Background: an optimization exercise with open tools, aiming at small area, a short achievable clock period and few clock cycles. Do not read the settings as production practice.
Function was checked by simulation only, so behaviour that the tests miss may differ from the original.
Power figures rest on the tool's default switching activity, not on a simulated workload.

== job 1845 ==
// disk_controller_top
module disk_controller_top (
    input             clk,
    input             rst_n,
    input             req,
    input             we,
    input      [2:0]  addr,
    input      [7:0]  wdata,
    output            ready,
    output     [7:0]  rdata,
    output reg        drq,
    output            attn,
    input      [1:0]  geom_present,
    input      [15:0] geom_heads,
    input      [15:0] geom_spt,
    input      [31:0] geom_bps,
    output            st_req,
    output            st_we,
    output            st_drive,
    output     [31:0] st_lba,
    output     [8:0]  st_idx,
    output     [7:0]  st_wdata,
    input             st_ack,
    input      [7:0]  st_rdata
);
For scale: about 7,200 cells after synthesis, about 4,600 flip-flops, about 150 I/O pins, roughly 110,000 sq um of cells after synthesis.
==> flow/config.mk <==
export PLATFORM = sky130hd
export DESIGN_NAME = disk_controller_top
export DESIGN_NICKNAME = disk_controller_top
export VERILOG_FILES = /design/flow/design.v
export SDC_FILE = /design/flow/constraint.sdc
export NUM_CORES = 8
export LEC_CHECK = 0
export CAP_MARGIN = 20
export CORE_MARGIN = 2
export CORE_UTILIZATION = 50
export CTS_BUF_LIST = sky130_fd_sc_hd__clkbuf_16
export CTS_CLUSTER_DIAMETER = 60
export CTS_CLUSTER_SIZE = 30
export SETUP_SLACK_MARGIN = 5
export SLEW_MARGIN = 20
export SYNTH_HIERARCHICAL = 1
export SYNTH_MEMORY_MAX_BITS = 8192
export SYNTH_MINIMUM_KEEP_SIZE = 0
==> flow/constraint.sdc <==
create_clock -name core_clock -period 12.0 [get_ports {clk}]
set_input_delay 2.4000 -clock core_clock [delete_from_list [all_inputs] [get_ports {clk}]]
set_output_delay 2.4000 -clock core_clock [all_outputs]
set_load 0.01 [all_outputs]
run.sh (not shown) runs the stock make flow with config.mk's settings and CLKGATE_MAP_FILE= SYNTH_SCRIPT=/design/flow/synth_recipe.tcl, a recipe that flattens the netlist after the stock synthesis.
Testbench counts of job 1845, summed over its fixed seeds: cycles 134,519.
Here is what was changed in the inputs of job 1691 compared with job 1845.
==> flow/flow/run.sh (new file) <==
#!/bin/bash
# The standard layout, with a larger setup margin for timing repair (the
# clock and constraints are unchanged) and the smallest buffer on the ports.
set -euo pipefail
bash standard.sh SETUP_SLACK_MARGIN=7 "BUFFER_PORTS_ARGS=-buffer_cell sky130_fd_sc_hd__buf_1" finish > make_finish.log 2>&1
==> flow/standard.sh (new file) <==
#!/bin/bash
# synth_recipe.tcl (not shown) runs the flow's synth.tcl, then flattens the netlist and writes it again
# the make line also repeats each setting of config.mk as NAME=value (left out here)
make -C /OpenROAD-flow-scripts/flow DESIGN_CONFIG=/design/flow/config.mk WORK_HOME=/design/flow/orfs CLKGATE_MAP_FILE= SYNTH_SCRIPT=/design/flow/synth_recipe.tcl "${@:-finish}"
-- flow/config.mk --
<<< job 1845, line 13
export CTS_CLUSTER_SIZE = 30
export SETUP_SLACK_MARGIN = 5
export SLEW_MARGIN = 20
>>> job 1691, line 13
export CTS_CLUSTER_SIZE = 30
export SLEW_MARGIN = 20
removed: flow/run.sh
==> comparison <==
| internal power | job 1845 vs job 1691 | ≈ equal |. NOTE post-detailed-route wirelength per cell job 1845->job 1691 increased slightly. On final core utilization, job 1691 tracks job 1845 almost exactly. Delta (job 1691 minus job 1845): power stayed essentially flat; critical path's largest stage delay lost 0.60 ns; growth of design area from synthesis to finish roughly the same; number of clock buffer instances in the layout went down by about 1%.


## lagoon
disk_controller_top, a different RTL version from the one above (not shown whole).
Size in the first run: roughly 7,400 cells after synthesis.
export LEC_CHECK = 0
export CAP_MARGIN = 20
export CORE_MARGIN = 2
export CORE_UTILIZATION = 50
export CTS_BUF_LIST = sky130_fd_sc_hd__clkbuf_16
export CTS_CLUSTER_DIAMETER = 80
export CTS_CLUSTER_SIZE = 30
export SLEW_MARGIN = 20
export SYNTH_HIERARCHICAL = 1
export SYNTH_MEMORY_MAX_BITS = 8192
export SYNTH_MINIMUM_KEEP_SIZE = 0
create_clock -name core_clock -period 12.0 [get_ports {clk}]
standard.sh (not shown) runs the stock make flow with config.mk's settings and CLKGATE_MAP_FILE= SYNTH_SCRIPT=/design/flow/synth_recipe.tcl, a recipe that flattens the netlist after the stock synthesis.
==> flow/flow/run.sh <==
#!/bin/bash
# Own layout flow: the standard flow (standard.sh) with
#  - the standard synthesis, whose combinational cells are then re-mapped for
#    area by Yosys/ABC (remap.sh); every register stays as synthesized, and
#    the cells in the combinational cones of the outputs are kept;
#  - a larger setup margin for timing repair (the clock period and the
#    constraints are unchanged);
#  - the smallest buffer on the ports, and no dummy loads in clock tree
#    synthesis.
# Each tool's full output goes to a log file in this folder.
set -euo pipefail
F=$(cd "$(dirname "$0")" && pwd)
ARGS=(SETUP_SLACK_MARGIN=6.5
      "BUFFER_PORTS_ARGS=-buffer_cell sky130_fd_sc_hd__buf_1"
      "CTS_ARGS=-sink_clustering_enable -repair_clock_nets -dont_use_dummy_load -sink_clustering_size 30 -sink_clustering_max_diameter 80 -buf_list sky130_fd_sc_hd__clkbuf_16")
bash standard.sh "${ARGS[@]}" synth > make_synth.log 2>&1
R=orfs/results/sky130hd/disk_controller_top/base
cp $R/1_2_yosys.v standard_synth.v
bash $F/remap.sh standard_synth.v remapped.v > remap.log 2>&1
cp remapped.v $R/1_2_yosys.v
rm -f $R/1_synth.odb $R/1_synth.sdc
bash standard.sh "${ARGS[@]}" finish > make_finish.log 2>&1
Other scripts of this flow, unchanged in this note and not shown: flow/flow/remap.sh, flow/flow/splitlib.py
Testbench counts of lagoon, summed over its fixed seeds: cycles 134,554.
Here is what was changed in the inputs of fjord compared with lagoon.
-- flow/config.mk --
<<< lagoon, line 9
export CORE_MARGIN = 2
export CORE_UTILIZATION = 50
>>> fjord, line 9
export CORE_AREA = 2 2 464.24 464.24
<<< lagoon, line 14
>>> fjord, line 13
export DIE_AREA = 0 0 466.24 466.24
The overall power of the completed layout was comparable across fjord and lagoon. Per the comparison of fjord with lagoon, non-filler instance count after layout neither gained nor lost much, number of non-clock buffers in the layout lost 3.6%, final-layout clock buffer total picked up an extra about 1.7%. fjord vs lagoon, clock network fraction of total power went up by 0.2 points. Compared to lagoon, the router laid down more metal wire for fjord. Between fjord and lagoon, the number of vias in the routed layout does not differ in any meaningful way. On share of final layout cell area taken by non-clock buffers, fjord and lagoon are basically level.

[afterwards: timing with drivers on the ports]
Ports are ideal in the flow. The routed layouts listed here were re-timed in OpenROAD. Step 1: set_driving_cell puts a clkbuf_16 on clk and a buf_2 on each other input, an assumption about the parent block. Step 2 moves the port delays by t, midway between the first and last clock arrival at a register: inputs arrive t later, outputs are due t later. That takes back most of the time a late clock gives input paths. Slacks: ideal ports / drivers / drivers and shift; pairs: ideal ports / drivers.
| run | t, ns | setup WS [ns] | worst setup path after step 2 | cell pins on the clock port's net |
|---|---|---|---|---|
| job 1845 | 0.945 | 5.149 / 5.121 / 4.707 | input to register | 1 |
| job 1691 | 0.954 | 6.509 / 6.460 / 5.816 | input to register | 1 |
| lagoon | 0.904 | 6.466 / 6.416 / 5.702 | input to register | 1 |
| fjord | 0.913 | 6.433 / 6.384 / 5.726 | input to register | 1 |
After both steps every run listed still meets setup and hold. For lagoon, which loses most, drivers alone change the setup slack by -0.050 ns; drivers and shift together by -0.764 ns.
